This design comes from an exercise in tuning for small area and a short achievable clock period on the open sky130 flow, not from production work. Only simulation tests tie the RTL to the original design; equivalence was not proved. The clock port is modelled as an ideal driver; clocking choices that lean on that would not hold on a real chip. Power is estimated from default activity; no workload was simulated.

--- flow/flow/run.sh ---
#!/bin/bash
# Own layout flow: the standard flow, except
#  - technology mapping by ABC without its blanket up-sizing (flow/abc_area.script),
#  - the smallest buffer cell on the input and output ports,
#  - timing repair aiming at a shorter period than the clock's, so that only
#    the critical paths get larger cells.
# Each tool's output goes to a log of its own in this folder.
set -euo pipefail
here=$(pwd)
margin=130
rm -rf "$here/scripts_own"
cp -r "$FLOW_HOME/scripts" "$here/scripts_own"
cp "$here/flow/abc_area.script" "$here/scripts_own/abc_area.script"
bash standard.sh SCRIPTS_DIR="$here/scripts_own" synth > "$here/synth.log" 2>&1
bash standard.sh "BUFFER_PORTS_ARGS=-buffer_cell sky130_fd_sc_hd__buf_1" \
    "SETUP_SLACK_MARGIN=$margin" "PRE_CTS_TCL=$here/flow/pre_cts.tcl" "POST_CTS_TCL=$here/flow/post_cts.tcl" finish > "$here/layout.log" 2>&1
--- flow/flow/abc_area.script ---
strash
ifraig
scorr
dc2
strash
dch -f
map -B 0.9
strash
dch -f
map -B 0.9
topo
stime -c
--- flow/flow/post_cts.tcl ---
set_max_fanout 10000 [current_design]
--- flow/flow/pre_cts.tcl ---
set_max_fanout 8 [current_design]
--- flow/standard.sh ---
#!/bin/bash
# synth_recipe.tcl (not shown) runs the flow's synth.tcl, then flattens the netlist and writes it again
# the make line also repeats each setting of config.mk as NAME=value (left out here)
make -C /OpenROAD-flow-scripts/flow DESIGN_CONFIG=/design/flow/config.mk WORK_HOME=/design/flow/orfs CLKGATE_MAP_FILE= SYNTH_SCRIPT=/design/flow/synth_recipe.tcl "${@:-finish}"
--- flow/config.mk ---
export PLATFORM = sky130hd
export DESIGN_NAME = fixed_point_field_packer
export DESIGN_NICKNAME = fixed_point_field_packer
export VERILOG_FILES = /design/flow/design.v
export SDC_FILE = /design/flow/constraint.sdc
export NUM_CORES = 4
export LEC_CHECK = 0
export ABC_AREA = 1
export CAP_MARGIN = 20
export CORE_AREA = 2.3 2.72 431.02 429.76
export DIE_AREA = 0 0 433.33 433.33
export PLACE_DENSITY = 0.35
export SLEW_MARGIN = 20
export TNS_END_PERCENT = 20
--- flow/constraint.sdc ---
create_clock -name core_clock -period 180.0 [get_ports {clk}]
set_input_delay 36.0000 -clock core_clock [delete_from_list [all_inputs] [get_ports {clk}]]
set_output_delay 36.0000 -clock core_clock [all_outputs]
set_load 0.01 [all_outputs]
--- flow/design.v ---
module fpfp_divrows #(
    parameter HI = 25,
    parameter LO = 0
) (
    input  wire [7:0]     r_in,     
    input  wire [HI:LO]   x,        
    input  wire [7:0]     inj,      
    input  wire [6:0]     t7,       
    output reg  [7:0]     r_out,
    output reg  [HI:LO]   q
);
    reg [7:0] r, rn;
    reg [6:0] z, zn, m;
    reg       c, xb, ssel;
    integer k, i;
    always @* begin
        r = r_in;
        for (i = 0; i < 7; i = i + 1) z[i] = ~|(r_in & ((8'd2 << i) - 8'd1));
        for (k = HI; k >= LO; k = k - 1) begin
            xb = x[k];
            c  = r[7] | ((r[6] | (xb & inj[7])) & (~z[5] | (xb & ~inj[7])));
            q[k] = c;
            for (i = 0; i < 7; i = i + 1)
                m[i] = c ? (~xb & t7[i] & ((i < 2) ? 1'b1 : z[(i < 2) ? 0 : i-2]))
                         : (xb & inj[i]);
            rn[0] = m[0];
            for (i = 1; i < 7; i = i + 1) rn[i] = r[i-1] ^ m[i];
            rn[7] = c ? (r[7] & xb) : (r[6] | (xb & inj[7]));
            ssel = xb ? (c & ~r[7]) : ~c;
            if (ssel)            zn = {z[5:0], 1'b1};
            else if (xb & c)     zn = 7'h7F;
            else                 zn = ~t7;
            r = rn; z = zn;
        end
        r_out = r;
    end
endmodule
module fpfp_divtail (
    input  wire [7:0] r_in,     
    input  wire [2:0] h,
    output wire [1:0] q,        
    output wire       nz        
);
    wire t1 = r_in > 8'd32;
    wire t2 = r_in > 8'd64;
    wire t3 = (r_in > 8'd96) & (h[2] | h[1]);
    assign q  = {t2, t3 | (t1 & ~t2)};
    assign nz = (|r_in) & (|h);
endmodule
module fpfp_divconst (
    input  wire [2:0] h,
    output wire [7:0] inj,
    output wire [6:0] t7
);
    genvar i;
    generate
        for (i = 0; i < 8; i = i + 1) begin : g_inj
            assign inj[i] = (h == 3'd7 - i);
        end
        for (i = 0; i < 7; i = i + 1) begin : g_t7
            assign t7[i] = (h >= 3'd7 - i);
        end
    endgenerate
endmodule
module fpfp_frac_fin (
    input  wire        s,
    input  wire [7:0]  e,
    input  wire [23:0] M,        
    input  wire [2:0]  h,
    input  wire        sub,
    input  wire [25:0] Z,        
    input  wire        nz,       
    output wire [31:0] y
);
    wire        e_ff   = &e;
    wire        fz     = ~|M[22:0];
    wire        t_nan  = e_ff & ~fz;
    wire        t_inf  = e_ff & fz;
    wire        t_zero = ~M[23] & fz;
    wire [3:0]  eh     = {1'b0, e[2:0]} + {1'b0, h};
    wire        ovf    = (&e[7:3]) & (eh >= 4'd7);        
    wire        e1     = ~|e[7:1];
    wire [6:0]  hm    = ~(7'h7F >> h);
    wire        caseA = e1 | (|(M[22:16] & hm));
    wire [24:0] zh    = caseA ? {1'b0, Z[25:3], 1'b0} : {Z[25:3], 2'b00};
    wire [24:0] Mc    = caseA ? {1'b0, M} : {M, 1'b0};
    wire [7:0]  ebase = e1 ? 8'd0 : (e - {6'd0, ~caseA, caseA});
    wire [24:0] ym     = Mc - zh;
    wire [30:0] fr_hi  = {ebase + {6'd0, ym[24:23]}, ym[22:0]};
    wire [27:0] fr_up  = fr_hi[30:3] + 28'd1;
    wire [27:0] fr_dn  = fr_hi[30:3] - 28'd1;
    wire [4:0]  fr_lo;
    fpfp_round_fr u_rfr (.i({caseA, Z[2:0], nz, M[0], ym[2:0]}), .o(fr_lo));
    wire [30:0] fr_mag = {fr_lo[4] ? fr_dn : (fr_lo[3] ? fr_up : fr_hi[30:3]), fr_lo[2:0]};
    wire [21:0] zh_up = zh[24:3] + 22'd1;
    wire [21:0] zh_dn = zh[24:3] - 22'd1;
    wire [4:0]  df_lo;
    fpfp_round_df u_rdf (.i({caseA, Z[4:0], nz, M[0]}), .o(df_lo));
    wire [24:0] diff = {df_lo[4] ? zh_dn : (df_lo[3] ? zh_up : zh[24:3]), df_lo[2:0]};
    wire [7:0]  elim = ebase;
    wire [2:0]  sh   = ((elim[7:3] == 5'd0) && (elim[2:0] < h)) ? elim[2:0] : h;
    wire [24:0] dn   = diff << sh;
    wire [7:0]  se0  = elim - {5'd0, sh};
    wire [7:0]  se1  = se0 + 8'd1;
    wire [7:0]  se2  = se0 + 8'd2;
    wire [30:0] sub_mag = {dn[24] ? se2 : (dn[23] ? se1 : se0), dn[22:0]};
    wire        dnz  = |diff;
    reg [31:0] fr, sb;
    always @* begin
        if (t_nan)       fr = 32'h7FC00000;
        else if (t_inf)  fr = {s, 8'hFF, 23'd0};
        else if (t_zero) fr = {s, 31'd0};
        else if (ovf)    fr = {s, 8'hFF, 23'd0};
        else             fr = {s, fr_mag};
        if (t_nan | t_inf) sb = 32'h7FC00000;
        else if (t_zero)   sb = 32'd0;
        else if (ovf)      sb = {~s, 8'hFF, 23'd0};
        else               sb = {s & dnz, sub_mag};
    end
    assign y = sub ? sb : fr;
endmodule
module fpfp_round_fr (
    input  wire [8:0] i,
    output reg  [4:0] o       
);
    always @* begin
        case (i)
            9'd0: o = 5'd0;
            9'd1: o = 5'd1;
            9'd2: o = 5'd2;
            9'd3: o = 5'd3;
            9'd4: o = 5'd4;
            9'd5: o = 5'd5;
            9'd6: o = 5'd6;
            9'd7: o = 5'd7;
            9'd8: o = 5'd0;
            9'd9: o = 5'd1;
            9'd10: o = 5'd2;
            9'd11: o = 5'd3;
            9'd12: o = 5'd4;
            9'd13: o = 5'd5;
            9'd14: o = 5'd6;
            9'd15: o = 5'd7;
            9'd16: o = 5'd0;
            9'd17: o = 5'd1;
            9'd18: o = 5'd2;
            9'd19: o = 5'd3;
            9'd20: o = 5'd4;
            9'd21: o = 5'd5;
            9'd22: o = 5'd6;
            9'd23: o = 5'd7;
            9'd24: o = 5'd0;
            9'd25: o = 5'd1;
            9'd26: o = 5'd2;
            9'd27: o = 5'd3;
            9'd28: o = 5'd4;
            9'd29: o = 5'd5;
            9'd30: o = 5'd6;
            9'd31: o = 5'd7;
            9'd32: o = 5'd0;
            9'd33: o = 5'd1;
            9'd34: o = 5'd2;
            9'd35: o = 5'd3;
            9'd36: o = 5'd4;
            9'd37: o = 5'd5;
            9'd38: o = 5'd6;
            9'd39: o = 5'd7;
            9'd40: o = 5'd0;
            9'd41: o = 5'd1;
            9'd42: o = 5'd2;
            9'd43: o = 5'd3;
            9'd44: o = 5'd4;
            9'd45: o = 5'd5;
            9'd46: o = 5'd6;
            9'd47: o = 5'd7;
            9'd48: o = 5'd23;
            9'd49: o = 5'd0;
            9'd50: o = 5'd1;
            9'd51: o = 5'd2;
            9'd52: o = 5'd3;
            9'd53: o = 5'd4;
            9'd54: o = 5'd5;
            9'd55: o = 5'd6;
            9'd56: o = 5'd23;
            9'd57: o = 5'd0;
            9'd58: o = 5'd1;
            9'd59: o = 5'd2;
            9'd60: o = 5'd3;
            9'd61: o = 5'd4;
            9'd62: o = 5'd5;
            9'd63: o = 5'd6;
            9'd64: o = 5'd23;
            9'd65: o = 5'd0;
            9'd66: o = 5'd1;
            9'd67: o = 5'd2;
            9'd68: o = 5'd3;
            9'd69: o = 5'd4;
            9'd70: o = 5'd5;
            9'd71: o = 5'd6;
            9'd72: o = 5'd23;
            9'd73: o = 5'd0;
            9'd74: o = 5'd1;
            9'd75: o = 5'd2;
            9'd76: o = 5'd3;
            9'd77: o = 5'd4;
            9'd78: o = 5'd5;
            9'd79: o = 5'd6;
            9'd80: o = 5'd23;
            9'd81: o = 5'd0;
            9'd82: o = 5'd1;
            9'd83: o = 5'd2;
            9'd84: o = 5'd3;
            9'd85: o = 5'd4;
            9'd86: o = 5'd5;
            9'd87: o = 5'd6;
            9'd88: o = 5'd23;
            9'd89: o = 5'd0;
            9'd90: o = 5'd1;
            9'd91: o = 5'd2;
            9'd92: o = 5'd3;
            9'd93: o = 5'd4;
            9'd94: o = 5'd5;
            9'd95: o = 5'd6;
            9'd96: o = 5'd22;
            9'd97: o = 5'd23;
            9'd98: o = 5'd0;
            9'd99: o = 5'd1;
            9'd100: o = 5'd2;
            9'd101: o = 5'd3;
            9'd102: o = 5'd4;
            9'd103: o = 5'd5;
            9'd104: o = 5'd22;
            9'd105: o = 5'd23;
            9'd106: o = 5'd0;
            9'd107: o = 5'd1;
            9'd108: o = 5'd2;
            9'd109: o = 5'd3;
            9'd110: o = 5'd4;
            9'd111: o = 5'd5;
            9'd112: o = 5'd22;
            9'd113: o = 5'd23;
            9'd114: o = 5'd0;
            9'd115: o = 5'd1;
            9'd116: o = 5'd2;
            9'd117: o = 5'd3;
            9'd118: o = 5'd4;
            9'd119: o = 5'd5;
            9'd120: o = 5'd22;
            9'd121: o = 5'd23;
            9'd122: o = 5'd0;
            9'd123: o = 5'd1;
            9'd124: o = 5'd2;
            9'd125: o = 5'd3;
            9'd126: o = 5'd4;
            9'd127: o = 5'd5;
            9'd128: o = 5'd22;
            9'd129: o = 5'd23;
            9'd130: o = 5'd0;
            9'd131: o = 5'd1;
            9'd132: o = 5'd2;
            9'd133: o = 5'd3;
            9'd134: o = 5'd4;
            9'd135: o = 5'd5;
            9'd136: o = 5'd22;
            9'd137: o = 5'd23;
            9'd138: o = 5'd0;
            9'd139: o = 5'd1;
            9'd140: o = 5'd2;
            9'd141: o = 5'd3;
            9'd142: o = 5'd4;
            9'd143: o = 5'd5;
            9'd144: o = 5'd22;
            9'd145: o = 5'd23;
            9'd146: o = 5'd0;
            9'd147: o = 5'd1;
            9'd148: o = 5'd2;
            9'd149: o = 5'd3;
            9'd150: o = 5'd4;
            9'd151: o = 5'd5;
            9'd152: o = 5'd22;
            9'd153: o = 5'd23;
            9'd154: o = 5'd0;
            9'd155: o = 5'd1;
            9'd156: o = 5'd2;
            9'd157: o = 5'd3;
            9'd158: o = 5'd4;
            9'd159: o = 5'd5;
            9'd160: o = 5'd22;
            9'd161: o = 5'd23;
            9'd162: o = 5'd0;
            9'd163: o = 5'd1;
            9'd164: o = 5'd2;
            9'd165: o = 5'd3;
            9'd166: o = 5'd4;
            9'd167: o = 5'd5;
            9'd168: o = 5'd22;
            9'd169: o = 5'd23;
            9'd170: o = 5'd0;
            9'd171: o = 5'd1;
            9'd172: o = 5'd2;
            9'd173: o = 5'd3;
            9'd174: o = 5'd4;
            9'd175: o = 5'd5;
            9'd176: o = 5'd21;
            9'd177: o = 5'd22;
            9'd178: o = 5'd23;
            9'd179: o = 5'd0;
            9'd180: o = 5'd1;
            9'd181: o = 5'd2;
            9'd182: o = 5'd3;
            9'd183: o = 5'd4;
            9'd184: o = 5'd21;
            9'd185: o = 5'd22;
            9'd186: o = 5'd23;
            9'd187: o = 5'd0;
            9'd188: o = 5'd1;
            9'd189: o = 5'd2;
            9'd190: o = 5'd3;
            9'd191: o = 5'd4;
            9'd192: o = 5'd21;
            9'd193: o = 5'd22;
            9'd194: o = 5'd23;
            9'd195: o = 5'd0;
            9'd196: o = 5'd1;
            9'd197: o = 5'd2;
            9'd198: o = 5'd3;
            9'd199: o = 5'd4;
            9'd200: o = 5'd21;
            9'd201: o = 5'd22;
            9'd202: o = 5'd23;
            9'd203: o = 5'd0;
            9'd204: o = 5'd1;
            9'd205: o = 5'd2;
            9'd206: o = 5'd3;
            9'd207: o = 5'd4;
            9'd208: o = 5'd21;
            9'd209: o = 5'd22;
            9'd210: o = 5'd23;
            9'd211: o = 5'd0;
            9'd212: o = 5'd1;
            9'd213: o = 5'd2;
            9'd214: o = 5'd3;
            9'd215: o = 5'd4;
            9'd216: o = 5'd21;
            9'd217: o = 5'd22;
            9'd218: o = 5'd23;
            9'd219: o = 5'd0;
            9'd220: o = 5'd1;
            9'd221: o = 5'd2;
            9'd222: o = 5'd3;
            9'd223: o = 5'd4;
            9'd224: o = 5'd20;
            9'd225: o = 5'd21;
            9'd226: o = 5'd22;
            9'd227: o = 5'd23;
            9'd228: o = 5'd0;
            9'd229: o = 5'd1;
            9'd230: o = 5'd2;
            9'd231: o = 5'd3;
            9'd232: o = 5'd20;
            9'd233: o = 5'd21;
            9'd234: o = 5'd22;
            9'd235: o = 5'd23;
            9'd236: o = 5'd0;
            9'd237: o = 5'd1;
            9'd238: o = 5'd2;
            9'd239: o = 5'd3;
            9'd240: o = 5'd20;
            9'd241: o = 5'd21;
            9'd242: o = 5'd22;
            9'd243: o = 5'd23;
            9'd244: o = 5'd0;
            9'd245: o = 5'd1;
            9'd246: o = 5'd2;
            9'd247: o = 5'd3;
            9'd248: o = 5'd20;
            9'd249: o = 5'd21;
            9'd250: o = 5'd22;
            9'd251: o = 5'd23;
            9'd252: o = 5'd0;
            9'd253: o = 5'd1;
            9'd254: o = 5'd2;
            9'd255: o = 5'd3;
            9'd256: o = 5'd0;
            9'd257: o = 5'd1;
            9'd258: o = 5'd2;
            9'd259: o = 5'd3;
            9'd260: o = 5'd4;
            9'd261: o = 5'd5;
            9'd262: o = 5'd6;
            9'd263: o = 5'd7;
            9'd264: o = 5'd0;
            9'd265: o = 5'd1;
            9'd266: o = 5'd2;
            9'd267: o = 5'd3;
            9'd268: o = 5'd4;
            9'd269: o = 5'd5;
            9'd270: o = 5'd6;
            9'd271: o = 5'd7;
            9'd272: o = 5'd0;
            9'd273: o = 5'd1;
            9'd274: o = 5'd2;
            9'd275: o = 5'd3;
            9'd276: o = 5'd4;
            9'd277: o = 5'd5;
            9'd278: o = 5'd6;
            9'd279: o = 5'd7;
            9'd280: o = 5'd0;
            9'd281: o = 5'd1;
            9'd282: o = 5'd2;
            9'd283: o = 5'd3;
            9'd284: o = 5'd4;
            9'd285: o = 5'd5;
            9'd286: o = 5'd6;
            9'd287: o = 5'd7;
            9'd288: o = 5'd0;
            9'd289: o = 5'd1;
            9'd290: o = 5'd2;
            9'd291: o = 5'd3;
            9'd292: o = 5'd4;
            9'd293: o = 5'd5;
            9'd294: o = 5'd6;
            9'd295: o = 5'd7;
            9'd296: o = 5'd0;
            9'd297: o = 5'd1;
            9'd298: o = 5'd2;
            9'd299: o = 5'd3;
            9'd300: o = 5'd4;
            9'd301: o = 5'd5;
            9'd302: o = 5'd6;
            9'd303: o = 5'd7;
            9'd304: o = 5'd0;
            9'd305: o = 5'd1;
            9'd306: o = 5'd2;
            9'd307: o = 5'd3;
            9'd308: o = 5'd4;
            9'd309: o = 5'd5;
            9'd310: o = 5'd6;
            9'd311: o = 5'd7;
            9'd312: o = 5'd0;
            9'd313: o = 5'd1;
            9'd314: o = 5'd2;
            9'd315: o = 5'd3;
            9'd316: o = 5'd4;
            9'd317: o = 5'd5;
            9'd318: o = 5'd6;
            9'd319: o = 5'd7;
            9'd320: o = 5'd0;
            9'd321: o = 5'd1;
            9'd322: o = 5'd2;
            9'd323: o = 5'd3;
            9'd324: o = 5'd4;
            9'd325: o = 5'd5;
            9'd326: o = 5'd6;
            9'd327: o = 5'd7;
            9'd328: o = 5'd23;
            9'd329: o = 5'd0;
            9'd330: o = 5'd1;
            9'd331: o = 5'd2;
            9'd332: o = 5'd3;
            9'd333: o = 5'd4;
            9'd334: o = 5'd5;
            9'd335: o = 5'd6;
            9'd336: o = 5'd23;
            9'd337: o = 5'd0;
            9'd338: o = 5'd1;
            9'd339: o = 5'd2;
            9'd340: o = 5'd3;
            9'd341: o = 5'd4;
            9'd342: o = 5'd5;
            9'd343: o = 5'd6;
            9'd344: o = 5'd23;
            9'd345: o = 5'd0;
            9'd346: o = 5'd1;
            9'd347: o = 5'd2;
            9'd348: o = 5'd3;
            9'd349: o = 5'd4;
            9'd350: o = 5'd5;
            9'd351: o = 5'd6;
            9'd352: o = 5'd23;
            9'd353: o = 5'd0;
            9'd354: o = 5'd1;
            9'd355: o = 5'd2;
            9'd356: o = 5'd3;
            9'd357: o = 5'd4;
            9'd358: o = 5'd5;
            9'd359: o = 5'd6;
            9'd360: o = 5'd23;
            9'd361: o = 5'd0;
            9'd362: o = 5'd1;
            9'd363: o = 5'd2;
            9'd364: o = 5'd3;
            9'd365: o = 5'd4;
            9'd366: o = 5'd5;
            9'd367: o = 5'd6;
            9'd368: o = 5'd23;
            9'd369: o = 5'd0;
            9'd370: o = 5'd1;
            9'd371: o = 5'd2;
            9'd372: o = 5'd3;
            9'd373: o = 5'd4;
            9'd374: o = 5'd5;
            9'd375: o = 5'd6;
            9'd376: o = 5'd23;
            9'd377: o = 5'd0;
            9'd378: o = 5'd1;
            9'd379: o = 5'd2;
            9'd380: o = 5'd3;
            9'd381: o = 5'd4;
            9'd382: o = 5'd5;
            9'd383: o = 5'd6;
            9'd384: o = 5'd23;
            9'd385: o = 5'd0;
            9'd386: o = 5'd1;
            9'd387: o = 5'd2;
            9'd388: o = 5'd3;
            9'd389: o = 5'd4;
            9'd390: o = 5'd5;
            9'd391: o = 5'd6;
            9'd392: o = 5'd23;
            9'd393: o = 5'd0;
            9'd394: o = 5'd1;
            9'd395: o = 5'd2;
            9'd396: o = 5'd3;
            9'd397: o = 5'd4;
            9'd398: o = 5'd5;
            9'd399: o = 5'd6;
            9'd400: o = 5'd23;
            9'd401: o = 5'd0;
            9'd402: o = 5'd1;
            9'd403: o = 5'd2;
            9'd404: o = 5'd3;
            9'd405: o = 5'd4;
            9'd406: o = 5'd5;
            9'd407: o = 5'd6;
            9'd408: o = 5'd23;
            9'd409: o = 5'd0;
            9'd410: o = 5'd1;
            9'd411: o = 5'd2;
            9'd412: o = 5'd3;
            9'd413: o = 5'd4;
            9'd414: o = 5'd5;
            9'd415: o = 5'd6;
            9'd416: o = 5'd23;
            9'd417: o = 5'd0;
            9'd418: o = 5'd1;
            9'd419: o = 5'd2;
            9'd420: o = 5'd3;
            9'd421: o = 5'd4;
            9'd422: o = 5'd5;
            9'd423: o = 5'd6;
            9'd424: o = 5'd23;
            9'd425: o = 5'd0;
            9'd426: o = 5'd1;
            9'd427: o = 5'd2;
            9'd428: o = 5'd3;
            9'd429: o = 5'd4;
            9'd430: o = 5'd5;
            9'd431: o = 5'd6;
            9'd432: o = 5'd23;
            9'd433: o = 5'd0;
            9'd434: o = 5'd1;
            9'd435: o = 5'd2;
            9'd436: o = 5'd3;
            9'd437: o = 5'd4;
            9'd438: o = 5'd5;
            9'd439: o = 5'd6;
            9'd440: o = 5'd23;
            9'd441: o = 5'd0;
            9'd442: o = 5'd1;
            9'd443: o = 5'd2;
            9'd444: o = 5'd3;
            9'd445: o = 5'd4;
            9'd446: o = 5'd5;
            9'd447: o = 5'd6;
            9'd448: o = 5'd22;
            9'd449: o = 5'd23;
            9'd450: o = 5'd0;
            9'd451: o = 5'd1;
            9'd452: o = 5'd2;
            9'd453: o = 5'd3;
            9'd454: o = 5'd4;
            9'd455: o = 5'd5;
            9'd456: o = 5'd23;
            9'd457: o = 5'd0;
            9'd458: o = 5'd1;
            9'd459: o = 5'd2;
            9'd460: o = 5'd3;
            9'd461: o = 5'd4;
            9'd462: o = 5'd5;
            9'd463: o = 5'd6;
            9'd464: o = 5'd22;
            9'd465: o = 5'd23;
            9'd466: o = 5'd0;
            9'd467: o = 5'd1;
            9'd468: o = 5'd2;
            9'd469: o = 5'd3;
            9'd470: o = 5'd4;
            9'd471: o = 5'd5;
            9'd472: o = 5'd22;
            9'd473: o = 5'd23;
            9'd474: o = 5'd0;
            9'd475: o = 5'd1;
            9'd476: o = 5'd2;
            9'd477: o = 5'd3;
            9'd478: o = 5'd4;
            9'd479: o = 5'd5;
            9'd480: o = 5'd22;
            9'd481: o = 5'd23;
            9'd482: o = 5'd0;
            9'd483: o = 5'd1;
            9'd484: o = 5'd2;
            9'd485: o = 5'd3;
            9'd486: o = 5'd4;
            9'd487: o = 5'd5;
            9'd488: o = 5'd22;
            9'd489: o = 5'd23;
            9'd490: o = 5'd0;
            9'd491: o = 5'd1;
            9'd492: o = 5'd2;
            9'd493: o = 5'd3;
            9'd494: o = 5'd4;
            9'd495: o = 5'd5;
            9'd496: o = 5'd22;
            9'd497: o = 5'd23;
            9'd498: o = 5'd0;
            9'd499: o = 5'd1;
            9'd500: o = 5'd2;
            9'd501: o = 5'd3;
            9'd502: o = 5'd4;
            9'd503: o = 5'd5;
            9'd504: o = 5'd22;
            9'd505: o = 5'd23;
            9'd506: o = 5'd0;
            9'd507: o = 5'd1;
            9'd508: o = 5'd2;
            9'd509: o = 5'd3;
            9'd510: o = 5'd4;
            9'd511: o = 5'd5;
            default: o = 5'd0;
        endcase
    end
endmodule
module fpfp_round_df (
    input  wire [7:0] i,
    output reg  [4:0] o       
);
    always @* begin
        case (i)
            8'd0: o = 5'd0;
            8'd1: o = 5'd0;
            8'd2: o = 5'd0;
            8'd3: o = 5'd0;
            8'd4: o = 5'd0;
            8'd5: o = 5'd0;
            8'd6: o = 5'd1;
            8'd7: o = 5'd1;
            8'd8: o = 5'd1;
            8'd9: o = 5'd1;
            8'd10: o = 5'd1;
            8'd11: o = 5'd1;
            8'd12: o = 5'd2;
            8'd13: o = 5'd2;
            8'd14: o = 5'd2;
            8'd15: o = 5'd2;
            8'd16: o = 5'd2;
            8'd17: o = 5'd2;
            8'd18: o = 5'd2;
            8'd19: o = 5'd2;
            8'd20: o = 5'd2;
            8'd21: o = 5'd2;
            8'd22: o = 5'd3;
            8'd23: o = 5'd3;
            8'd24: o = 5'd3;
            8'd25: o = 5'd3;
            8'd26: o = 5'd3;
            8'd27: o = 5'd3;
            8'd28: o = 5'd4;
            8'd29: o = 5'd4;
            8'd30: o = 5'd4;
            8'd31: o = 5'd4;
            8'd32: o = 5'd4;
            8'd33: o = 5'd4;
            8'd34: o = 5'd4;
            8'd35: o = 5'd4;
            8'd36: o = 5'd4;
            8'd37: o = 5'd4;
            8'd38: o = 5'd5;
            8'd39: o = 5'd5;
            8'd40: o = 5'd5;
            8'd41: o = 5'd5;
            8'd42: o = 5'd5;
            8'd43: o = 5'd5;
            8'd44: o = 5'd6;
            8'd45: o = 5'd6;
            8'd46: o = 5'd6;
            8'd47: o = 5'd6;
            8'd48: o = 5'd6;
            8'd49: o = 5'd6;
            8'd50: o = 5'd6;
            8'd51: o = 5'd6;
            8'd52: o = 5'd6;
            8'd53: o = 5'd6;
            8'd54: o = 5'd7;
            8'd55: o = 5'd7;
            8'd56: o = 5'd7;
            8'd57: o = 5'd7;
            8'd58: o = 5'd7;
            8'd59: o = 5'd7;
            8'd60: o = 5'd8;
            8'd61: o = 5'd8;
            8'd62: o = 5'd8;
            8'd63: o = 5'd8;
            8'd64: o = 5'd0;
            8'd65: o = 5'd0;
            8'd66: o = 5'd0;
            8'd67: o = 5'd0;
            8'd68: o = 5'd0;
            8'd69: o = 5'd0;
            8'd70: o = 5'd1;
            8'd71: o = 5'd1;
            8'd72: o = 5'd1;
            8'd73: o = 5'd1;
            8'd74: o = 5'd1;
            8'd75: o = 5'd1;
            8'd76: o = 5'd2;
            8'd77: o = 5'd2;
            8'd78: o = 5'd2;
            8'd79: o = 5'd2;
            8'd80: o = 5'd2;
            8'd81: o = 5'd2;
            8'd82: o = 5'd2;
            8'd83: o = 5'd2;
            8'd84: o = 5'd2;
            8'd85: o = 5'd2;
            8'd86: o = 5'd3;
            8'd87: o = 5'd3;
            8'd88: o = 5'd3;
            8'd89: o = 5'd3;
            8'd90: o = 5'd3;
            8'd91: o = 5'd3;
            8'd92: o = 5'd4;
            8'd93: o = 5'd4;
            8'd94: o = 5'd4;
            8'd95: o = 5'd4;
            8'd96: o = 5'd4;
            8'd97: o = 5'd4;
            8'd98: o = 5'd4;
            8'd99: o = 5'd4;
            8'd100: o = 5'd4;
            8'd101: o = 5'd4;
            8'd102: o = 5'd5;
            8'd103: o = 5'd5;
            8'd104: o = 5'd5;
            8'd105: o = 5'd5;
            8'd106: o = 5'd5;
            8'd107: o = 5'd5;
            8'd108: o = 5'd6;
            8'd109: o = 5'd6;
            8'd110: o = 5'd6;
            8'd111: o = 5'd6;
            8'd112: o = 5'd6;
            8'd113: o = 5'd6;
            8'd114: o = 5'd6;
            8'd115: o = 5'd6;
            8'd116: o = 5'd6;
            8'd117: o = 5'd6;
            8'd118: o = 5'd7;
            8'd119: o = 5'd7;
            8'd120: o = 5'd7;
            8'd121: o = 5'd7;
            8'd122: o = 5'd7;
            8'd123: o = 5'd7;
            8'd124: o = 5'd8;
            8'd125: o = 5'd8;
            8'd126: o = 5'd8;
            8'd127: o = 5'd8;
            8'd128: o = 5'd0;
            8'd129: o = 5'd0;
            8'd130: o = 5'd0;
            8'd131: o = 5'd0;
            8'd132: o = 5'd0;
            8'd133: o = 5'd0;
            8'd134: o = 5'd0;
            8'd135: o = 5'd0;
            8'd136: o = 5'd0;
            8'd137: o = 5'd1;
            8'd138: o = 5'd1;
            8'd139: o = 5'd1;
            8'd140: o = 5'd1;
            8'd141: o = 5'd1;
            8'd142: o = 5'd1;
            8'd143: o = 5'd1;
            8'd144: o = 5'd1;
            8'd145: o = 5'd1;
            8'd146: o = 5'd1;
            8'd147: o = 5'd1;
            8'd148: o = 5'd1;
            8'd149: o = 5'd1;
            8'd150: o = 5'd1;
            8'd151: o = 5'd1;
            8'd152: o = 5'd2;
            8'd153: o = 5'd1;
            8'd154: o = 5'd2;
            8'd155: o = 5'd2;
            8'd156: o = 5'd2;
            8'd157: o = 5'd2;
            8'd158: o = 5'd2;
            8'd159: o = 5'd2;
            8'd160: o = 5'd2;
            8'd161: o = 5'd2;
            8'd162: o = 5'd2;
            8'd163: o = 5'd2;
            8'd164: o = 5'd2;
            8'd165: o = 5'd2;
            8'd166: o = 5'd2;
            8'd167: o = 5'd2;
            8'd168: o = 5'd2;
            8'd169: o = 5'd3;
            8'd170: o = 5'd3;
            8'd171: o = 5'd3;
            8'd172: o = 5'd3;
            8'd173: o = 5'd3;
            8'd174: o = 5'd3;
            8'd175: o = 5'd3;
            8'd176: o = 5'd3;
            8'd177: o = 5'd3;
            8'd178: o = 5'd3;
            8'd179: o = 5'd3;
            8'd180: o = 5'd3;
            8'd181: o = 5'd3;
            8'd182: o = 5'd3;
            8'd183: o = 5'd3;
            8'd184: o = 5'd4;
            8'd185: o = 5'd3;
            8'd186: o = 5'd4;
            8'd187: o = 5'd4;
            8'd188: o = 5'd4;
            8'd189: o = 5'd4;
            8'd190: o = 5'd4;
            8'd191: o = 5'd4;
            8'd192: o = 5'd4;
            8'd193: o = 5'd4;
            8'd194: o = 5'd4;
            8'd195: o = 5'd4;
            8'd196: o = 5'd4;
            8'd197: o = 5'd4;
            8'd198: o = 5'd4;
            8'd199: o = 5'd4;
            8'd200: o = 5'd4;
            8'd201: o = 5'd5;
            8'd202: o = 5'd5;
            8'd203: o = 5'd5;
            8'd204: o = 5'd5;
            8'd205: o = 5'd5;
            8'd206: o = 5'd5;
            8'd207: o = 5'd5;
            8'd208: o = 5'd5;
            8'd209: o = 5'd5;
            8'd210: o = 5'd5;
            8'd211: o = 5'd5;
            8'd212: o = 5'd5;
            8'd213: o = 5'd5;
            8'd214: o = 5'd5;
            8'd215: o = 5'd5;
            8'd216: o = 5'd6;
            8'd217: o = 5'd5;
            8'd218: o = 5'd6;
            8'd219: o = 5'd6;
            8'd220: o = 5'd6;
            8'd221: o = 5'd6;
            8'd222: o = 5'd6;
            8'd223: o = 5'd6;
            8'd224: o = 5'd6;
            8'd225: o = 5'd6;
            8'd226: o = 5'd6;
            8'd227: o = 5'd6;
            8'd228: o = 5'd6;
            8'd229: o = 5'd6;
            8'd230: o = 5'd6;
            8'd231: o = 5'd6;
            8'd232: o = 5'd6;
            8'd233: o = 5'd7;
            8'd234: o = 5'd7;
            8'd235: o = 5'd7;
            8'd236: o = 5'd7;
            8'd237: o = 5'd7;
            8'd238: o = 5'd7;
            8'd239: o = 5'd7;
            8'd240: o = 5'd7;
            8'd241: o = 5'd7;
            8'd242: o = 5'd7;
            8'd243: o = 5'd7;
            8'd244: o = 5'd7;
            8'd245: o = 5'd7;
            8'd246: o = 5'd7;
            8'd247: o = 5'd7;
            8'd248: o = 5'd8;
            8'd249: o = 5'd7;
            8'd250: o = 5'd8;
            8'd251: o = 5'd8;
            8'd252: o = 5'd8;
            8'd253: o = 5'd8;
            8'd254: o = 5'd8;
            8'd255: o = 5'd8;
            default: o = 5'd0;
        endcase
    end
endmodule
module fixed_point_field_packer #(
    parameter W_REGION = 4
) (
    input  wire                clk,
    input  wire                rst,           
    input  wire                req_valid,
    input  wire [31:0]         cmd,
    input  wire [63:0]         a,
    input  wire [63:0]         b,
    input  wire [63:0]         f_pt,
    input  wire [63:0]         f_eta,
    input  wire [63:0]         f_phi,
    input  wire [63:0]         f_hoe,
    input  wire [63:0]         f_hoeflag,
    input  wire [63:0]         f_iso,
    input  wire [63:0]         f_isoflag,
    input  wire [63:0]         f_fb,
    input  wire [63:0]         f_timing,
    input  wire [63:0]         f_shapeflag,
    input  wire [63:0]         f_brems,
    input  wire [W_REGION-1:0] f_region,
    output reg                 rsp_valid,
    output reg                 o_illegal,
    output wire [63:0]         o_word,
    output wire [W_REGION-1:0] o_region,
    output wire [64:0]         o_ival,
    output reg                 o_sign,
    output wire [63:0]         o_mag,
    output wire                o_ok,
    output wire [31:0]         o_fval,
    output wire [11:0]         d_pt,
    output wire [31:0]         d_ptfloat,
    output wire [15:0]         d_eta,
    output wire [15:0]         d_phi,
    output wire [15:0]         d_etatc,
    output wire [15:0]         d_phitc,
    output wire                d_etasign,
    output wire                d_phisign,
    output wire [6:0]          d_etamag,
    output wire [5:0]          d_phimag,
    output wire [3:0]          d_hoe,
    output wire [1:0]          d_hoeflag,
    output wire [2:0]          d_iso,
    output wire [1:0]          d_isoflag,
    output wire [5:0]          d_fb,
    output wire [4:0]          d_timing,
    output wire [1:0]          d_shapeflag,
    output wire [1:0]          d_brems,
    output wire                d_isostandalone,
    output wire                d_isoloosetrack,
    output wire                d_shapestandalone,
    output wire                d_shapeloosetrack,
    output wire [W_REGION-1:0] d_region,
    output wire [31:0]         e_hwpt,
    output wire [15:0]         e_hweta,
    output wire [15:0]         e_hwphi,
    output wire                e_isembigger,
    output wire [2:0]          e_hoecode,
    output wire [31:0]         e_hwempt
);
    localparam KDIV = 8;    
    localparam OP_EXTU  = 5'h00, OP_EXTSM = 5'h01, OP_EXTTC = 5'h02,
               OP_PACKU = 5'h03, OP_SMENC = 5'h04, OP_SMDEC = 5'h05,
               OP_ENCPF = 5'h08, OP_ENCV1 = 5'h09, OP_ENCV2 = 5'h0A,
               OP_ENCV3 = 5'h0B, OP_DECPF = 5'h0C, OP_DECV1 = 5'h0D,
               OP_DECV2 = 5'h0E, OP_DECV3 = 5'h0F, OP_CHKPF = 5'h10,
               OP_CHKV1 = 5'h11, OP_CHKV2 = 5'h12, OP_CHKV3 = 5'h13,
               OP_ZERO  = 5'h14, OP_FRAC  = 5'h18, OP_SPLIT = 5'h19,
               OP_EMUEM = 5'h1A, OP_EMUHD = 5'h1B;
    wire [4:0] op  = cmd[4:0];
    wire [5:0] off = cmd[10:5];
    wire [6:0] wid = cmd[17:11];
    wire [5:0] sbp = cmd[23:18];
    wire [7:0] rsv = cmd[31:24];
    wire [7:0] ow  = {2'b00, off} + {1'b0, wid};
    reg legal;
    always @* begin
        if (rsv != 8'd0) legal = 1'b0;
        else case (op)
            OP_EXTU, OP_PACKU:
                legal = (sbp == 6'd0) && (ow <= 8'd64);
            OP_EXTTC:
                legal = (sbp == 6'd0) && (ow <= 8'd64) && (wid != 7'd0);
            OP_EXTSM:
                legal = (ow <= 8'd64) && !((sbp >= off) && ({2'b00, sbp} < ow));
            OP_SMENC, OP_SMDEC:
                legal = (off == 6'd0) && (sbp == 6'd0) && (wid <= 7'd64);
            OP_ENCPF, OP_ENCV1, OP_ENCV2, OP_ENCV3,
            OP_DECPF, OP_DECV1, OP_DECV2, OP_DECV3,
            OP_CHKPF, OP_CHKV1, OP_CHKV2, OP_CHKV3,
            OP_ZERO, OP_FRAC, OP_SPLIT, OP_EMUEM, OP_EMUHD:
                legal = (cmd[23:5] == 19'd0);
            default:
                legal = 1'b0;
        endcase
    end
    wire is_extsm = (op == OP_EXTSM);
    wire is_exttc = (op == OP_EXTTC);
    wire is_pack  = (op == OP_PACKU);
    wire is_smenc = (op == OP_SMENC);
    wire is_smdec = (op == OP_SMDEC);
    wire is_enc   = (op[4:2] == 3'b010);
    wire is_dec   = (op[4:2] == 3'b011);
    wire is_emu   = (op[4:1] == 4'b1101);
    wire keep_a   = is_dec | (op[4] & (op[3:2] != 2'b01));    
    wire [7:0]  mn    = is_pack ? {1'b0, wid} : (keep_a ? 8'd64 : ow);
    wire       m_all = |mn[7:6];
    reg [7:0]  m_hi, m_heq, m_lo;
    reg [63:0] mask;
    integer t;
    always @* begin
        for (t = 0; t < 8; t = t + 1) begin
            m_hi[t]  = m_all | (mn[5:3] > t[2:0]);
            m_heq[t] = ~m_all & (mn[5:3] == t[2:0]);
            m_lo[t]  = mn[2:0] > t[2:0];
        end
        for (t = 0; t < 64; t = t + 1)
            mask[t] = m_hi[t/8] | (m_heq[t/8] & m_lo[t%8]);
    end
    wire [63:0] am    = a & mask;
    wire [5:0]  bidx  = is_extsm ? sbp : (ow[5:0] - 6'd1);
    wire        bsel  = a[bidx];                    
    wire        inv   = is_extsm ? ~bsel :
                        is_smdec ? ~b[0] :
                        is_smenc ? (a[63] & (|am)) : 1'b0;
    wire        fill  = is_exttc ? bsel : (inv & ~is_smenc);
    wire        inc   = inv;
    wire        eta_pos = !f_eta[63] && (f_eta != 64'd0);
    wire [6:0]  eta_abs = f_eta[63] ? (7'd0 - f_eta[6:0]) : f_eta[6:0];
    wire        phi_pos = !f_phi[63] && (f_phi != 64'd0);
    wire [5:0]  phi_abs = f_phi[63] ? (6'd0 - f_phi[5:0]) : f_phi[5:0];
    wire [63:0] enc_pf = {34'd0, f_hoe[3:0], f_phi[6:0], f_eta[6:0], f_pt[11:0]};
    wire [63:0] enc_v1 = {12'd0, f_brems[1:0], f_shapeflag[1:0], f_timing[4:0],
                          f_fb[5:0], f_isoflag[1:0], f_iso[2:0], f_hoeflag[1:0],
                          f_hoe[3:0], f_phi[6:0], f_eta[6:0], f_pt[11:0]};
    wire [63:0] enc_v3 = {11'd0, f_brems[1:0], f_shapeflag[1:0], f_timing[4:0],
                          f_fb[5:0], f_isoflag[1:0], f_iso[2:0], f_hoeflag[1:0],
                          f_hoe[3:0], phi_pos, phi_abs, eta_pos, eta_abs,
                          f_pt[11:0]};
    wire [63:0] enc_w  = (op[1:0] == 2'b00) ? enc_pf :
                         (op[1:0] == 2'b11) ? enc_v3 : enc_v1;
    reg [63:0] pre;
    integer i;
    always @* begin
        for (i = 0; i < 64; i = i + 1) begin
            if (is_enc)       pre[i] = enc_w[63-i];
            else if (is_pack) pre[i] = am[63-i];
            else              pre[i] = mask[i] ? (a[i] ^ inv) : fill;
        end
    end
    wire [127:0] shx = {{64{fill}}, pre} >> off;
    reg [3:0]  pmsb;
    integer j;
    always @* begin
        pmsb = 4'd0;
        for (j = 0; j < 12; j = j + 1)
            if (a[j]) pmsb = j[3:0];
    end
    wire [11:0] pnrm = a[11:0] << (4'd11 - pmsb);
    wire [63:0] a_in = {(is_dec | is_emu) ? pnrm[10:0] : shx[63:53], shx[52:0]};
    wire [2:0]  fh   = op[1] ? a[30:28] : (op[0] ? b[3:1] : b[2:0]);
    wire        fsub = op[1] ? ~a[27] : (op[0] & ~b[0]);
    wire [23:0] fm   = op[1] ? {|a[11:0], pnrm[10:0], 12'd0} : {|a[30:23], a[22:0]};
    wire [7:0]  inj_p;
    wire [6:0]  t7_p;
    fpfp_divconst u_dc_p (.h(fh), .inj(inj_p), .t7(t7_p));
    wire [7:0]  r_p;
    wire [25:KDIV] q_p;
    wire [25:0] x_p = {fm, 2'b00};
    fpfp_divrows #(.HI(25), .LO(KDIV)) u_rows_p (
        .r_in(8'd0), .x(x_p[25:KDIV]), .inj(inj_p), .t7(t7_p),
        .r_out(r_p), .q(q_p)
    );
    reg [63:0]     A;
    reg            r_fill, r_inc;
    reg [1:0]      r_op;
    reg [W_REGION-1:0] r_region;
    reg [2:0]      r_h;
    reg            r_sub;
    reg [7:0]      r_rem;
    reg [25:KDIV]  r_q;
    always @(posedge clk) begin
        if (rst) rsp_valid <= 1'b0;
        else     rsp_valid <= req_valid;
    end
    always @(posedge clk) begin
        o_illegal <= !legal;
        o_sign    <= !a[63] && (a != 64'd0);
        A         <= a_in;
        r_fill    <= fill;
        r_inc     <= inc;
        r_op      <= op[1:0];
        r_region  <= f_region;
        r_h       <= fh;
        r_sub     <= fsub;
        r_rem     <= r_p;
        r_q       <= q_p;
    end
    genvar g;
    generate
        for (g = 0; g < 64; g = g + 1) begin : g_rev
            assign o_word[g] = A[63-g];
        end
    endgenerate
    reg [7:0]  byte_ones;
    reg [8:0]  byte_c;
    reg [64:0] ival;
    reg        run;
    integer u, v;
    always @* begin
        for (u = 0; u < 8; u = u + 1) byte_ones[u] = &A[8*u +: 8];
        byte_c[0] = r_inc;
        for (u = 0; u < 8; u = u + 1) byte_c[u+1] = byte_c[u] & byte_ones[u];
        for (u = 0; u < 8; u = u + 1) begin
            run = byte_c[u];
            for (v = 0; v < 8; v = v + 1) begin
                ival[8*u+v] = A[8*u+v] ^ run;
                run = run & A[8*u+v];
            end
        end
        ival[64] = r_fill ^ byte_c[8];
    end
    assign o_ival   = ival;
    assign o_mag    = o_ival[63:0];
    assign o_region = r_region;
    assign d_region = r_region;
    wire r_v3 = (r_op == 2'b11);
    wire r_v2 = (r_op == 2'b10);
    wire r_pf = (r_op == 2'b00);
    assign o_ok = (A[63:52] == 12'd0) && (!r_pf || (A[51:31] == 21'd0));
    reg [3:0] qmsb;
    integer m;
    always @* begin
        qmsb = 4'd0;
        for (m = 0; m < 12; m = m + 1)
            if (A[m]) qmsb = m[3:0];
    end
    wire        pt_nz  = |A[11:0];
    wire [7:0]  pt_exp = pt_nz ? (8'd126 + {4'd0, qmsb}) : 8'd0;
    wire [31:0] ptf    = {1'b0, pt_exp, A[63:53], 12'd0};
    wire [6:0]  eta_m  = A[18:12];
    wire [5:0]  phi_m  = A[25:20];
    wire [15:0] v3_eta = A[19] ? {9'd0, eta_m} : (16'd0 - {9'd0, eta_m});
    wire [15:0] v3_phi = A[26] ? {10'd0, phi_m} : (16'd0 - {10'd0, phi_m});
    assign d_pt      = A[11:0];
    assign d_ptfloat = ptf;
    assign d_eta     = r_v3 ? v3_eta :
                       r_v2 ? {8'd0, A[19:12]} : {9'd0, A[18:12]};
    assign d_phi     = r_v3 ? v3_phi :
                       r_pf ? {{9{A[25]}}, A[25:19]} : {9'd0, A[25:19]};
    assign d_etatc   = r_v2 ? {{8{A[19]}}, A[19:12]} : {{9{A[18]}}, A[18:12]};
    assign d_phitc   = {{9{A[25]}}, A[25:19]};
    assign d_etasign = A[19];
    assign d_phisign = A[26];
    assign d_etamag  = A[18:12];
    assign d_phimag  = A[25:20];
    assign d_hoe       = r_v3 ? A[30:27] : A[29:26];
    assign d_hoeflag   = r_v3 ? A[32:31] : A[31:30];
    assign d_iso       = r_v3 ? A[35:33] : A[34:32];
    assign d_isoflag   = r_v3 ? A[37:36] : A[36:35];
    assign d_fb        = r_v3 ? A[43:38] : A[42:37];
    assign d_timing    = r_v3 ? A[48:44] : A[47:43];
    assign d_shapeflag = r_v3 ? A[50:49] : A[49:48];
    assign d_brems     = r_v3 ? A[52:51] : A[51:50];
    assign d_isostandalone   = d_isoflag[0];
    assign d_isoloosetrack   = d_isoflag[1];
    assign d_shapestandalone = d_shapeflag[0];
    assign d_shapeloosetrack = d_shapeflag[1];
    assign e_hwpt       = ptf;
    assign e_hweta      = {v3_eta[13:0], 2'b00};
    assign e_hwphi      = {v3_phi[13:0], 2'b00};
    assign e_isembigger = A[27];
    assign e_hoecode    = A[30:28];
    wire        f_emu = r_op[1];
    wire [23:0] fm_q  = f_emu ? {pt_nz, A[63:53], 12'd0} : {|A[30:23], A[22:0]};
    wire [7:0]  fe_q  = f_emu ? pt_exp : A[30:23];
    wire        fs_q  = ~f_emu & A[31];
    wire [7:0]  inj_q;
    wire [6:0]  t7_q;
    fpfp_divconst u_dc_q (.h(r_h), .inj(inj_q), .t7(t7_q));
    wire [7:0]  r_f;
    wire [25:0] zq;
    wire [25:0] x_q = {fm_q, 2'b00};
    fpfp_divrows #(.HI(KDIV-1), .LO(2)) u_rows_q (
        .r_in(r_rem), .x(x_q[KDIV-1:2]), .inj(inj_q), .t7(t7_q),
        .r_out(r_f), .q(zq[KDIV-1:2])
    );
    wire        f_nz;
    fpfp_divtail u_tail (.r_in(r_f), .h(r_h), .q(zq[1:0]), .nz(f_nz));
    assign zq[25:KDIV] = r_q;
    wire [31:0] fr_y;
    fpfp_frac_fin u_fin (
        .s(fs_q), .e(fe_q), .M(fm_q), .h(r_h), .sub(r_sub),
        .Z(zq), .nz(f_nz), .y(fr_y)
    );
    assign o_fval   = fr_y;
    assign e_hwempt = fr_y;
endmodule
==> results by group, run 1 <==
Global route
  – Top Usage Layer GRT: met2
  – Initial antenna violation count: 37
  – Routing usage on met2: 35.2%
  – Gr ovfl total: 0
  – GRT met3 Usage: 2.49%
  – Total GRT Usage: 20.6%
  – Largest net degree at the start of global routing: 84
  – Vias in the first global route: 33800
  – Met1 Usage GRT: 24.3%
  – First-pass GRT wire length: 272 mm

Yosys
  – FFs w/ async S/R, synth: 0%
  – Sequential-to-total area share from yosys stat: 7.88%
  – Syn_area_per_cell: 5.48 µm²
  – Number of synthesized register bits: 105
  – Synth Flop Type: dfxtp_1
  – Yosys warns: 6
  – Post-synth EDFFs: 0
  – Mapped Area: 0.0267 mm²
  – Post-synthesis cell type count: 49
  – Instance count of the mapped netlist: 4864
  – Synth top area cells: nand2_1 17%, o21ai_0 13%, clkinv_1 9.5%, dfxtp_1 7.9%, buf_4 7.3%
  – Largest area contributor in the netlist: nand2_1
  – Synth top area share: 17.5%

Detailed routing
  – Total iterations of the first detailed-routing run: 6
  – WL/cell: 25.3 µm
  – DRC errors left: 0
  – Vias: 37300
  – Vias per inst: 4.65
  – Total wire length: 203 mm
  – Initial DRC count: 3231
  – Routed Antenna Nets: 0

Worst setup path
  – Setup CP Type: input pin to register
  – Delay-heaviest family, CP: simple AND/OR/NAND/NOR gates
  – Worst path bufs/invs: 8
  – Max FO, Critical Path: 19
  – Critical-path top delay cell: clkinv_1
  – CP most frequent cell: nand2_2
  – Max incr delay on CP: 500 ps
  – Critical Path End Type: register
  – Crit path DAT: 49240 ps
  – Critical path data required time: 180390 ps
  – Crit start category: input pin

Pwr
  – Logic pwr share: 93.2%
  – PwrDens: 29.3 mW/mm²
  – Internal power: 0.316 mW
  – Seq pwr share: 3.7%
  – Clock power share: 3.1%
  – Psw: 0.648 mW
  – VDD IR max: 27.2 µV
  – Pwr Total: 0.964 mW
  – Sw frac: 67.2%
  – Lkg Pwr: 12.3 nW

Finish
  – Post-route insts no fill: 8020
  – Count of nets after finishing: 6537
  – Design Area, Final: 0.0329 mm²
  – Fraction of layout cells with a size suffix above 1: 6.52%
  – Area growth from synthesis to layout: 23.5%
  – Fin util: 18.0%

Floorplan
  – Ports: 1361
  – Core Footprint: 0.183 mm²
  – Core Rows: 157
  – Die Wd: 433 µm
  – Die area: 0.188 mm²
  – Die Ht: 433 µm
  – Initial Utilization: 14.6%

Timing
  – FMAX: 20.5 MHz
  – Finish-stage setup viols: 0
  – Min Tclk post-route: 48860 ps
  – Hold Fails Final Rpt: 0
  – Max_slew headroom: 10.1%
  – Final critical-path share of the clock period: 27.1%
  – Final slew viol count: 0
  – WHS: 35650 ps
  – Worst Slack Setup Final: 131140 ps
  – Setup TNS: 0 ps
  – Least-Margin Pin Slew: 1350 ps
  – Unrepaired setup endpoints after global routing: true

Place
  – Dpl hpwl: 170 mm
  – Gpl congestion: 0.947
  – Area post-placement: 0.0317 mm²
  – Placed cell count: 7953
  – Place WS: 125960 ps
  – I/O Buffers: 732

Outcome
  – Run status: complete, no violations

Clocking
  – CTS tree: yes
  – Num Clock Sinks: 105
  – Clock slew at reported path FFs: 50 ps

Worst hold path
  – Type of the most critical hold path: input pin to register

Job
  – Max-Cap Viols: 0
[worst paths after layout]
kind,startpoint,endpoint,slack (ps),cells past startpoint
max,cmd[1],r_rem[4],131140,94
min,f_region[3],r_region[3],35650,1
[flip-flops by register name, summed over array words and instances (netlist names), 2 cells and up]
signal	flops
r_rem	8
r_h	3
r_q	18
r_op	2
r_region	4
A	64
[metal layers]
layer | wire, µm | share of wire [%]
met1 | 79800 | 39
met2 | 96700 | 48
met3 | 11400 | 5.6
met4 | 15100 | 7.4
met5 | 89 | 0.044
[area by class of cell]
| class | count | area, µm² |
|---|---|---|
| Multi-Input combinational cell | 3860 | 20700 |
| Inverter | 672 | 2560 |
| Sequential cell | 105 | 2110 |
| Timing Repair Buffer | 878 | 3950 |
| Antenna cell | 17 | 42.5 |
| Fill cell | 21800 | 150000 |
| Tap cell | 2464 | 3080 |
| Clock buffer | 24 | 452 |
[power groups by stage]
stage / logic, mW / registers, mW / clock network [mW]
2_1_floorplan: 0.572 / 0.0375 / 0
3_3_place_gp: 0.827 / 0.0365 / 0
3_5_place_dp: 0.824 / 0.0365 / 0
5_1_grt: 0.998 / 0.0364 / 0.0312
6_report: 0.898 / 0.0360 / 0.0300
[cells in the mapped netlist (all sizes together), types with 3 or more instances]
| cell type | n |
|---|---|
| fa | 6 |
| o22ai | 66 |
| a32o | 6 |
| nand2 | 1243 |
| o311ai | 11 |
| nor3 | 50 |
| nand3b | 8 |
| buf | 258 |
| a32oi | 10 |
| o21a | 19 |
| clkinv | 672 |
| o221ai | 46 |
| nand3 | 363 |
| a2111oi | 4 |
| nor3b | 3 |
| o32ai | 37 |
| xor2 | 117 |
| a221o | 3 |
| a31oi | 43 |
| o21ai | 695 |
| nor2 | 398 |
| o31ai | 15 |
| a21boi | 4 |
| nand4 | 84 |
| xnor2 | 26 |
| ha | 126 |
| a221oi | 6 |
| o21bai | 12 |
| o2111ai | 16 |
| mux2i | 20 |
| nor4 | 55 |
| a21oi | 210 |
| a22oi | 22 |
| or2 | 25 |
| dfxtp | 105 |
| a211oi | 3 |
| o211ai | 54 |
| a21o | 7 |
[cell families (layout without fill, tap and decap cells)]
kind of cell    count (synthesis)  after routing  synth area share (%)
xor+xnor                      143            143                  4.70
compound gates               1299           1299                  28.4
fa+ha+maj                     132            132                  6.36
simple gates                 2234           2235                  35.2
flops                         105            105                  7.88
other cells                     1             48                0.0141
buf+inv                       930           1574                  16.7
mux                            20             20                 0.751
[layout by cell type, fill, tap and decap left out, types with 10 or more instances in the layout]
master	Yosys	layout
o21a_1	19	19
nor2_4	0	11
nand2_2	0	44
buf_1	0	718
a22oi_1	22	22
nor2_1	398	376
a32oi_1	10	10
o22ai_1	66	65
a31oi_1	43	43
diode_2	0	17
nand2_1	1243	1185
dfxtp_1	105	101
nor4_1	55	54
o21ai_0	695	673
o21ai_1	0	17
o21bai_1	12	12
nand3_2	0	10
buf_4	258	139
nand4_1	84	84
or2_2	25	25
nand2_4	0	15
nor3_1	50	46
clkbuf_16	0	19
ha_1	126	126
clkinv_1	672	648
mux2i_1	20	20
o31ai_1	15	15
xnor2_1	26	26
o221ai_1	46	46
nor2_2	0	11
xor2_1	117	117
nand3_1	363	351
o32ai_1	37	36
o2111ai_1	16	16
conb_1	1	31
a21oi_1	210	208
o211ai_1	54	54
o311ai_0	11	11
==> inputs of run 2 (changes only) <==
==> flow/flow/abc_area.script (replaced) <==
strash
ifraig
scorr
dc2
dc2
strash
dch -f
map -B 0.9
topo
stime -c
==> run 2 against run 1 <==
Still clean. Routed wire length up 1.7%. Power up 3.0%. Sequential power up 7.2%. Sequential share of layout area about the same. Non-clock buffer count up 2. Die area unchanged. Utilization about the same. Clock power about the same. Via count down 0.18%. Combinational power up 2.9%. Global-route usage up 0.53 points. Synthesized cell count down 1.2%. Largest cell class unchanged. Highest routed layer unchanged.
==> results by group, run 2 <==
Global route
  – Gr ovfl total: 0
  – Vias in the first global route: 34000
  – First-pass GRT wire length: 278 mm
  – Total GRT Usage: 21.1%
  – Initial antenna violation count: 37
  – Largest net degree at the start of global routing: 76

Worst setup path
  – Worst path bufs/invs: 13
  – Crit start category: register
  – Crit path DAT: 12940 ps
  – Max incr delay on CP: 590 ps
  – Max FO, Critical Path: 13
  – Setup CP Type: register to primary output
  – CP most frequent cell: nand2_1
  – Critical path data required time: 144000 ps
  – Delay-heaviest family, CP: simple AND/OR/NAND/NOR gates
  – CP Depth: 73
  – Critical-path top delay cell: or4_2
  – Critical Path End Type: primary output

Finish
  – Count of nets after finishing: 6479
  – Area growth from synthesis to layout: 23.6%
  – Fraction of layout cells with a size suffix above 1: 6.93%
  – Design Area, Final: 0.0329 mm²
  – Max reg flops: 64
  – Leading cell type in the layout, fill and taps excluded: nand2_1
  – Biggest regs: A (64), r_q (18), r_rem (8)
  – Post-route insts no fill: 7966
  – Biggest register: A
  – Most frequent cells in the layout: 1227 x nand2_1, 719 x buf_1, 615 x o21ai_0, 600 x clkinv_1, 347 x nor2_1

Yosys
  – Syn_area_per_cell: 5.54 µm²
  – Synth top area share: 18.1%
  – Most frequent cell after synthesis: nand2_1
  – Post-synth EDFFs: 0
  – Synth Flop Type: dfxtp_1
  – Largest area contributor in the netlist: nand2_1
  – Synth top area cells: nand2_1 18%, o21ai_0 12%, clkinv_1 8.7%, dfxtp_1 7.9%, buf_4 7.3%
  – Top cells by instance count after synthesis: 1285 x nand2_1, 629 x o21ai_0, 620 x clkinv_1
  – Yosys warns: 6
  – Post-synthesis cell type count: 53
  – Mapped Area: 0.0266 mm²
  – Sequential-to-total area share from yosys stat: 7.90%
  – Instance count of the mapped netlist: 4805
  – Number of synthesized register bits: 105
  – FFs w/ async S/R, synth: 0%

Detailed routing
  – Total iterations of the first detailed-routing run: 6
  – Top sig layer: met5
  – Routed Antenna Nets: 0
  – Vias: 37200
  – DR WL met2: 95.8 mm
  – Total wire length: 207 mm
  – Vias per inst: 4.68
  – DR WL met3: 13.3 mm
  – Initial DRC count: 3255
  – WL met1: 83.0 mm
  – DRC errors left: 0
  – WL/cell: 25.9 µm

Place
  – Area post-placement: 0.0316 mm²
  – Dpl hpwl: 173 mm
  – Place WS: 126220 ps
  – Placed cell count: 7896
  – I/O Buffers: 732
  – Gpl congestion: 0.959

Floorplan
  – Die Ht: 433 µm
  – Core Rows: 157
  – Initial Utilization: 14.5%
  – Core Footprint: 0.183 mm²
  – Ports: 1361
  – Die Wd: 433 µm
  – Die area: 0.188 mm²

Timing
  – Min Tclk post-route: 48940 ps
  – Setup TNS: 0 ps
  – WHS: 35630 ps
  – Final critical-path share of the clock period: 27.2%
  – Hold Fails Final Rpt: 0
  – FMAX: 20.4 MHz
  – Max_slew headroom: 24.1%
  – Unrepaired setup endpoints after global routing: false
  – Least-Margin Pin Slew: 1130 ps
  – Final slew viol count: 0
  – Worst Slack Setup Final: 131060 ps
  – Finish-stage setup viols: 0

Pwr
  – Psw: 0.671 mW
  – Internal power: 0.321 mW
  – VDD IR max: 34.9 µV
  – Sw frac: 67.6%
  – Lkg Pwr: 12.4 nW
  – Logic pwr share: 93.1%
  – Seq pwr share: 3.9%
  – Clock power share: 3.0%
  – PwrDens: 30.2 mW/mm²

Job
  – Max-Cap Viols: 0

Worst hold path
  – Hold Crit Depth: 1
  – Type of the most critical hold path: input pin to register

Clocking
  – Clock slew at reported path FFs: 60 ps
  – Num Clock Sinks: 105
  – CTS tree: yes

Outcome
  – Run status: complete, no violations
-- run 2: changes by cell type in the layout (fill, tap and decap cells not counted), sizes merged, moves of 12 or more --
| cell | previous run | this run |
|---|---|---|
| or2 | 25 | 38 |
| nand2 | 1244 | 1285 |
| o22ai | 66 | 54 |
| o211ai | 54 | 78 |
| nor2 | 398 | 370 |
| o221ai | 46 | 30 |
| nand3 | 363 | 336 |
| a221oi | 6 | 20 |
| clkinv | 656 | 609 |
| o21ai | 695 | 629 |
| o31ai | 15 | 30 |
| o311ai | 11 | 31 |
-- run 2: layer usage --
metal,vias up,global-route usage (%)
met5,-,0.390
met4,4,13.4
met3,292,3.84
met2,1601,34.5
met1,17600,25.4
li1,17800,-
-- run 2: layout make-up --
| class | instances | area (µm²) |
|---|---|---|
| Inverter | 620 | 2380 |
| Tap cell | 2464 | 3080 |
| Fill cell | 21700 | 150000 |
| Multi-Input combinational cell | 3852 | 20900 |
| Timing Repair Buffer | 880 | 3930 |
| Sequential cell | 105 | 2120 |
| Antenna cell | 21 | 52.6 |
| Clock buffer | 24 | 452 |
-- run 2: kinds of logic (layout without fill, tap and decap cells) --
family          after synthesis  in the layout  share of synthesized area (%)
simple gates               2257           2257                           35.8
compound gates             1263           1263                           28.2
other cells                   1             52                         0.0141
mux                          26             26                          0.978
fa+ha+maj                   132            132                           6.37
flops                       105            105                           7.90
xor+xnor                    143            143                           4.71
buf+inv                     878           1524                           16.0
-- run 2: final timing paths --
kind,start,to
worst max-delay path,A[5],e_hwempt[29]
worst min-delay path,f_region[3],r_region[3]
-- run 2: through the flow --
| step | power [mW] | utilization (%) |
|---|---|---|
| 3_3_place_gp | 0.895 | 17.3 |
| 5_1_grt | 1.10 | 18.0 |
| 2_1_floorplan | 0.632 | - |
| 3_5_place_dp | 0.892 | 17.3 |
| 6_report | 0.992 | 18.0 |
-- run 2: power groups by stage --
stage,registers (mW),clock network (mW),logic [mW]
2_1_floorplan,0.0371,0,0.595
3_3_place_gp,0.0387,0,0.856
3_5_place_dp,0.0389,0,0.853
5_1_grt,0.0389,0.0312,1.02
6_report,0.0386,0.0297,0.924
==> inputs of run 3 (changes only) <==
--- a/flow/flow/run.sh
+++ b/flow/flow/run.sh
@@ -7,7 +7,7 @@
 # Each tool's output goes to a log of its own in this folder.
 set -euo pipefail
 here=$(pwd)
-margin=130
+margin=129
 rm -rf "$here/scripts_own"
 cp -r "$FLOW_HOME/scripts" "$here/scripts_own"
 cp "$here/flow/abc_area.script" "$here/scripts_own/abc_area.script"
==> flow/flow/abc_area.script (replaced) <==
strash
ifraig
scorr
dc2
strash
dch -f
map -B 0.9
topo
stime -c
==> run 3 against run 2 <==
Largest power group unchanged. Sequential share of layout area is essentially flat. Global-route usage shrank 0.66 points. Largest cell class unchanged. Combinational power shrank 4.4%. Design area shrank 0.87%. Count of clock-buffer cells in the layout is the same. Clock power grew 2%. Synthesized cell count grew 1.9%. Final cell count grew 0.92%.
==> results by group, run 3 <==
Finish
  – Max reg flops: 64
  – FF/Latch Area: 0.00210 mm²
  – Fillers: 21800
  – Most frequent cells in the layout: 1262 x nand2_1, 721 x buf_1, 696 x o21ai_0, 635 x clkinv_1, 390 x nor2_1
  – Design Area, Final: 0.0326 mm²
  – Biggest regs: A (64), r_q (18), r_rem (8)
  – Leading cell type in the layout, fill and taps excluded: nand2_1
  – Biggest register: A
  – Area growth from synthesis to layout: 21.8%
  – Fraction of layout cells with a size suffix above 1: 4.93%
  – Post-route insts no fill: 8039
  – Count of nets after finishing: 6557
  – Area of the multi-input gates: 0.0207 mm²

Floorplan
  – Die area: 0.188 mm²
  – Initial Utilization: 14.6%
  – Die Wd: 433 µm
  – Ports: 1361
  – Core Footprint: 0.183 mm²
  – Die Ht: 433 µm
  – Core Rows: 157

Pwr
  – Lkg Pwr: 12.3 nW
  – PwrDens: 29.1 mW/mm²
  – VDD IR max: 47.0 µV
  – Pwr Total: 0.950 mW

Timing
  – Setup TNS: 0 ps
  – Min Tclk post-route: 49440 ps
  – Unrepaired setup endpoints after global routing: false
  – Max_slew headroom: 18.4%
  – Worst Slack Setup Final: 130570 ps
  – Least-Margin Pin Slew: 1210 ps
  – Hold Fails Final Rpt: 0
  – Final slew viol count: 0
  – FMAX: 20.2 MHz
  – Final critical-path share of the clock period: 27.5%
  – Finish-stage setup viols: 0

Worst setup path
  – Worst path bufs/invs: 15
  – Max incr delay on CP: 470 ps
  – Critical-path top delay cell: clkinv_1
  – Crit path DAT: 13430 ps
  – Max FO, Critical Path: 22
  – Setup CP Type: register to primary output
  – Critical Path End Type: primary output
  – Crit start category: register
  – Delay-heaviest family, CP: simple AND/OR/NAND/NOR gates
  – Critical path data required time: 144000 ps
  – CP most frequent cell: nand2_1

Yosys
  – Post-Synth Simple-Gate Area: 36.0%
  – Main combinational cell family by area after synthesis: simple AND/OR/NAND/NOR gates
  – Mux contribution to synthesized area: 0.710%
  – Sequential-to-total area share from yosys stat: 7.85%
  – Top cells by instance count after synthesis: 1304 x nand2_1, 707 x o21ai_0, 646 x clkinv_1
  – Synth top area cells: nand2_1 18%, o21ai_0 13%, clkinv_1 9.1%, dfxtp_1 7.8%, buf_4 7.2%
  – Synth Area in Compound Gates: 27.5%
  – Mapped Area: 0.0268 mm²
  – Instance count of the mapped netlist: 4898
  – Syn_area_per_cell: 5.47 µm²
  – Synth Area in Adders: 6.33%
  – Synth top area share: 18.3%
  – Yosys warns: 6
  – Number of synthesized register bits: 105
  – Post-synth EDFFs: 0
  – XOR/XNOR Fraction of Synth Area: 5.36%
  – Synth Flop Type: dfxtp_1
  – Most frequent cell after synthesis: nand2_1
  – Largest area contributor in the netlist: nand2_1
  – FFs w/ async S/R, synth: 0%
  – Post-synthesis cell type count: 49

Detailed routing
  – Total iterations of the first detailed-routing run: 7
  – Vias per inst: 4.62
  – Initial DRC count: 3148
  – Routed Antenna Nets: 0
  – DRC errors left: 0
  – WL/cell: 25.0 µm
  – Total wire length: 201 mm
  – Vias: 37200

Worst hold path
  – Hold Crit Depth: 1
  – Hold endpoint: r_region[2]
  – Hold path start: f_region[2]
  – Type of the most critical hold path: input pin to register

Place
  – Place WS: 127400 ps
  – I/O Buffers: 732
  – Dpl hpwl: 169 mm
  – Area post-placement: 0.0318 mm²
  – Placed cell count: 7991
  – Gpl congestion: 0.951

Outcome
  – Run status: complete, no violations

Clocking
  – Clock slew at reported path FFs: 80 ps
  – Num Clock Sinks: 105
  – CTS tree: yes

Global route
  – Initial antenna violation count: 45
  – Largest net degree at the start of global routing: 71
  – Vias in the first global route: 33900
  – Total GRT Usage: 20.5%
  – Gr ovfl total: 0
  – First-pass GRT wire length: 271 mm

Job
  – Max-Cap Viols: 0
[run 3: cell types whose count changed after synthesis, sizes merged, moves of 8 or more]
| cell | delta |
|---|---|
| a21oi | -21 |
| or2 | -23 |
| o221ai | +9 |
| nor2 | +30 |
| xnor2 | +8 |
| nand3 | +13 |
| xor2 | +13 |
| clkinv | +26 |
| o311ai | -28 |
| nor3 | +16 |
| o21ai | +78 |
| a221oi | -11 |
| nand2 | +19 |
[run 3: cell type report]
| class | instances | share of cell area, % |
|---|---|---|
| diodes | 16 | 0.123 |
| repair buffers | 865 | 11.7 |
| inverters | 646 | 7.49 |
| well taps | 2464 | 9.45 |
| flip-flops and latches | 105 | 6.45 |
| clock buffers | 24 | 1.38 |
| multi-input cells | 3919 | 63.4 |
[run 3: layer usage]
layer | track usage [%] | vias up | routed length, µm
li1 | - | 17900 | -
met1 | 23.8 | 17300 | 79000
met2 | 33.8 | 1605 | 93700
met3 | 2.78 | 340 | 10800
met4 | 16.0 | 6 | 17200
met5 | 0.572 | - | 157
[run 3: cells by family (layout without fill, tap and decap cells)]
logic type               after synthesis  in the layout
AND/OR/NAND/NOR                     2301           2301
multiplexers                          19             19
adder cells (fa/ha/maj)              132            132
XOR/XNOR                             164            164
AO/OA/AOI/OAI                       1272           1272
other                                  1             47
buffers and inverters                904           1535
flip-flops                           105            105
[run 3: metrics by stage]
stage / util (%) / hold slack [ps]
after detailed placement: 17.4 / 36100
final: 17.8 / 35620
after floorplan: - / 36030
after global placement: 17.4 / 36100
after global routing: 17.8 / 35610
[run 3: how the worst max path moves through the flow]
stage,start,end,slack [ps],depth (start not counted)
final,r_h[1],o_fval[30],130570,77
after global routing,cmd[1],r_rem[1],129000,114
after detailed placement,r_h[1],o_fval[30],127400,78
after global placement,r_h[1],o_fval[30],127400,78
after floorplan,cmd[1],A[55],129740,33
[run 3: where the power goes]
group / switching, mW / internal [mW]
Combinational: 0.632 / 0.251
Sequential: 0.00428 / 0.0318
Clock: 0.0135 / 0.0169

afterwards: timing with drivers on the ports:
How much do the figures lean on ideal ports? The routed layouts below were timed once more, with nothing changed but the port constraints. Step 1 (the two cells are an assumption about what drives the block):
set clk [get_ports {clk}]
set_driving_cell -lib_cell sky130_fd_sc_hd__clkbuf_16 $clk
set_driving_cell -lib_cell sky130_fd_sc_hd__buf_2 [delete_from_list [all_inputs] $clk]
Step 2 moves the port delays by t, midway between the first and last clock arrival at a register: inputs arrive t later, outputs are due t later. That takes back most of the time a late clock gives input paths. Slacks: no drivers / after step 1 / after step 2; pairs: no drivers / after step 1.
run | t, ns | slack for setup (ns) | hold slack, ns
run 1 | 0.521 | 131.141 / 131.146 / 130.625 | 35.647 / 35.604 / 36.125
run 2 | 0.536 | 131.063 / 130.993 / 130.682 | 35.628 / 35.593 / 36.129
run 3 | 0.551 | 130.565 / 130.499 / 130.078 | 35.617 / 35.587 / 36.138
After both steps every run listed still meets setup and hold. The setup slack of run 1, which loses most, moves by +0.005 ns with the drivers and by -0.516 ns with both steps.
